Source: an optimization exercise on an open RTL-to-GDS flow (aim: small area, a short achievable clock period and few clock cycles per item). Production flows keep margins and buffers that such runs may drop.
Function was checked by simulation only, so behaviour that the tests miss may differ from the original.
Power and IR drop assume default switching activity.

## des_core
module des_core (
  input  wire        clk,
  input  wire        rst,
  input  wire        start,
  input  wire [1:0]  op,
  input  wire [63:0] key,
  input  wire [63:0] din,
  output reg         busy,
  output reg         done,
  output reg         err,
  output wire [63:0] dout
);
Settings: LEC_CHECK=0, ABC_AREA=1, CAP_MARGIN=20, CORE_MARGIN=2, CORE_UTILIZATION=60, CTS_BUF_LIST=sky130_fd_sc_hd__clkbuf_4 sky130_fd_sc_hd__clkbuf_8, SLEW_MARGIN=20; clock period 10.0 ns.
standard.sh (not shown) runs the stock make flow with config.mk's settings and CLKGATE_MAP_FILE= SYNTH_SCRIPT=/design/flow/synth_recipe.tcl, a recipe that flattens the netlist after the stock synthesis.
==> flow/flow/run.sh <==
#!/bin/bash
# Own layout flow: the standard flow (standard.sh), with
#  - synthesis run by standard.sh with the ORFS scripts unchanged except the ABC
#    script that ABC_AREA=1 selects, which is replaced by flow/abc_area.script
#    (area mapping with map -a); no half/full-adder extraction (ADDER_MAP_FILE empty),
#  - port buffers of one fixed type (buf_1) instead of the default; timing repair
#    resizes them where needed,
set -euo pipefail
ARGS=(SETUP_SLACK_MARGIN=6.85 ADDER_MAP_FILE= "BUFFER_PORTS_ARGS=-buffer_cell sky130_fd_sc_hd__buf_1")
rm -rf own_scripts
cp -r "$FLOW_HOME/scripts" own_scripts
cp flow/abc_area.script own_scripts/abc_area.script
bash standard.sh "${ARGS[@]}" SCRIPTS_DIR="$PWD/own_scripts" synth > synth.log 2>&1
bash standard.sh "${ARGS[@]}" finish > standard.log 2>&1
==> flow/flow/abc_area.script <==
strash
dch
map -a
Testbench counts at the start, summed over its fixed seeds: cycles 8,736, blocks 512.
Next try:
--- a/flow/config.mk
+++ b/flow/config.mk
@@ -11 +11 @@
-export CORE_UTILIZATION = 60
+export CORE_UTILIZATION = 30
Outcome: The new run completed with no timing, DRC or antenna violations. Routed wire length went up by about a fifth. Setup slack improves by 0.093 ns. Register-to-register slack improves by 0.19 ns. Maximum frequency went up by a few percent. Critical path depth went down by 14. Sequential share of layout area went down by 1.2 points. Final area went up by a few percent. Clock-buffer cell count went up by 3. Area after synthesis does not change. Final cell count went up by roughly a tenth. Global-route usage went down by 16 points.
Next try:
--- a/flow/flow/run.sh
+++ b/flow/flow/run.sh
@@ -5 +5 @@
-#    (area mapping with map -a); no half/full-adder extraction (ADDER_MAP_FILE empty),
+#    (area mapping with amap); no half/full-adder extraction (ADDER_MAP_FILE empty),
==> flow/flow/abc_area.script (replaced) <==
strash
dch -f
amap
--- a/flow/config.mk
+++ b/flow/config.mk
@@ -11 +11 @@
-export CORE_UTILIZATION = 30
+export CORE_UTILIZATION = 40
Register-to-register slack hardly moves.
Area after synthesis drops by about 2.7%.
Maximum frequency drops by about 1.2%.
Sequential power hardly moves.
Design area climbs by about 1.1%.
Setup slack degrades by 0.039 ns.

* * *

Starting RTL as in the previous note.
==> flow/design.v (excerpt) <==
module des_core (
  input  wire        clk,
  input  wire        rst,
  input  wire        start,
  input  wire [1:0]  op,
  input  wire [63:0] key,
  input  wire [63:0] din,
  output reg         busy,
  output reg         done,
  output reg         err,
  output wire [63:0] dout
);
export LEC_CHECK = 0
export ABC_AREA = 1
export CAP_MARGIN = 20
export CORE_MARGIN = 2
export CORE_UTILIZATION = 40
export CTS_BUF_LIST = sky130_fd_sc_hd__clkbuf_4 sky130_fd_sc_hd__clkbuf_8
export SLEW_MARGIN = 20
export TNS_END_PERCENT = 10
create_clock -name core_clock -period 10.0 [get_ports {clk}]
==> flow/flow/run.sh <==
#!/bin/bash
# Own layout flow: the standard flow (standard.sh), with
#  - synthesis run by standard.sh with the ORFS scripts unchanged except the ABC
#    script that ABC_AREA=1 selects, which is replaced by flow/abc_area.script
#    (area mapping with map -a); no half/full-adder extraction (ADDER_MAP_FILE empty),
#  - port buffers of one fixed type (buf_1) instead of the default; timing repair
#    resizes them where needed,
set -euo pipefail
ARGS=(SETUP_SLACK_MARGIN=7 ADDER_MAP_FILE= "BUFFER_PORTS_ARGS=-buffer_cell sky130_fd_sc_hd__buf_1")
rm -rf own_scripts
cp -r "$FLOW_HOME/scripts" own_scripts
cp flow/abc_area.script own_scripts/abc_area.script
bash standard.sh "${ARGS[@]}" SCRIPTS_DIR="$PWD/own_scripts" synth > synth.log 2>&1
bash standard.sh "${ARGS[@]}" finish > standard.log 2>&1
==> flow/flow/abc_area.script <==
strash
dch
map -a
The starting point went through all stages and came out clean.
Testbench counts at the start, summed over its fixed seeds: cycles 8,736, blocks 512.
Rerun with:
--- a/flow/flow/run.sh
+++ b/flow/flow/run.sh
@@ -9 +9 @@
-ARGS=(SETUP_SLACK_MARGIN=7 ADDER_MAP_FILE= "BUFFER_PORTS_ARGS=-buffer_cell sky130_fd_sc_hd__buf_1")
+ARGS=(SETUP_SLACK_MARGIN=6.85 ADDER_MAP_FILE= "BUFFER_PORTS_ARGS=-buffer_cell sky130_fd_sc_hd__buf_1")
TNS_END_PERCENT = not set   (was 10)
=> Power drops slightly; count of clock-buffer cells in the layout fell by 1; critical path depth goes down by 8.
Rerun with:
--- a/flow/flow/run.sh
+++ b/flow/flow/run.sh
@@ -9 +9 @@
-ARGS=(SETUP_SLACK_MARGIN=6.85 ADDER_MAP_FILE= "BUFFER_PORTS_ARGS=-buffer_cell sky130_fd_sc_hd__buf_1")
+ARGS=(SETUP_SLACK_MARGIN=7 ADDER_MAP_FILE= "BUFFER_PORTS_ARGS=-buffer_cell sky130_fd_sc_hd__buf_1")
Effect: The changed run produced a clean layout; via count stays flat; cell count goes up by 1.6%; first-iteration DRC count goes down by 11%; worst hold slack loses 0.0043 ns; core utilization goes up by 2.3 points.
Rerun with:
--- a/flow/flow/run.sh
+++ b/flow/flow/run.sh
@@ -9 +9 @@
-ARGS=(SETUP_SLACK_MARGIN=7 ADDER_MAP_FILE= "BUFFER_PORTS_ARGS=-buffer_cell sky130_fd_sc_hd__buf_1")
+ARGS=(SETUP_SLACK_MARGIN=7.3 ADDER_MAP_FILE= "BUFFER_PORTS_ARGS=-buffer_cell sky130_fd_sc_hd__buf_1")
What happened: Final area increases by 25%; global-route usage rises by 3.2 points; via count went up by about 10%; total power rose by 11%; routed wire length grows by about 16%; utilization is higher by 13 points; area after synthesis is unchanged.

-- static timing again, ports no longer ideal --
In the flow no input, the clock included, has a driving cell. The finished layouts below were timed again as built, in two steps. Step 1: set_driving_cell puts a clkbuf_16 on clk and a buf_2 on each other input, an assumption about the parent block. Step 2 times the ports against the registers' clock, not the clock port: input delays grow and output delays shrink by t, the midpoint of the rising clock arrivals with the driver on. Slacks: ideal ports / drivers / drivers and shift; pairs: ideal ports / drivers.
run	shift t [ns]	slack for setup (ns)	worst setup path at the end
the first run of note 1	0.507	6.783 / 6.783 / 6.397	input to register
the second run of note 1	0.516	6.876 / 6.833 / 6.402	input to register
the third run of note 1	0.504	6.838 / 6.797 / 6.363	input to register
the first run of note 2	0.513	6.927 / 6.897 / 6.436	input to register
the second run of note 2	0.502	6.894 / 6.853 / 6.427	input to register
the third run of note 2	0.515	7.004 / 6.967 / 6.553	input to register
the fourth run of note 2	0.516	6.984 / 6.940 / 6.507	input to register
After both steps every run listed still meets setup and hold. For the first run of note 2, which loses most, drivers alone change the setup slack by -0.030 ns; drivers and shift together by -0.491 ns.
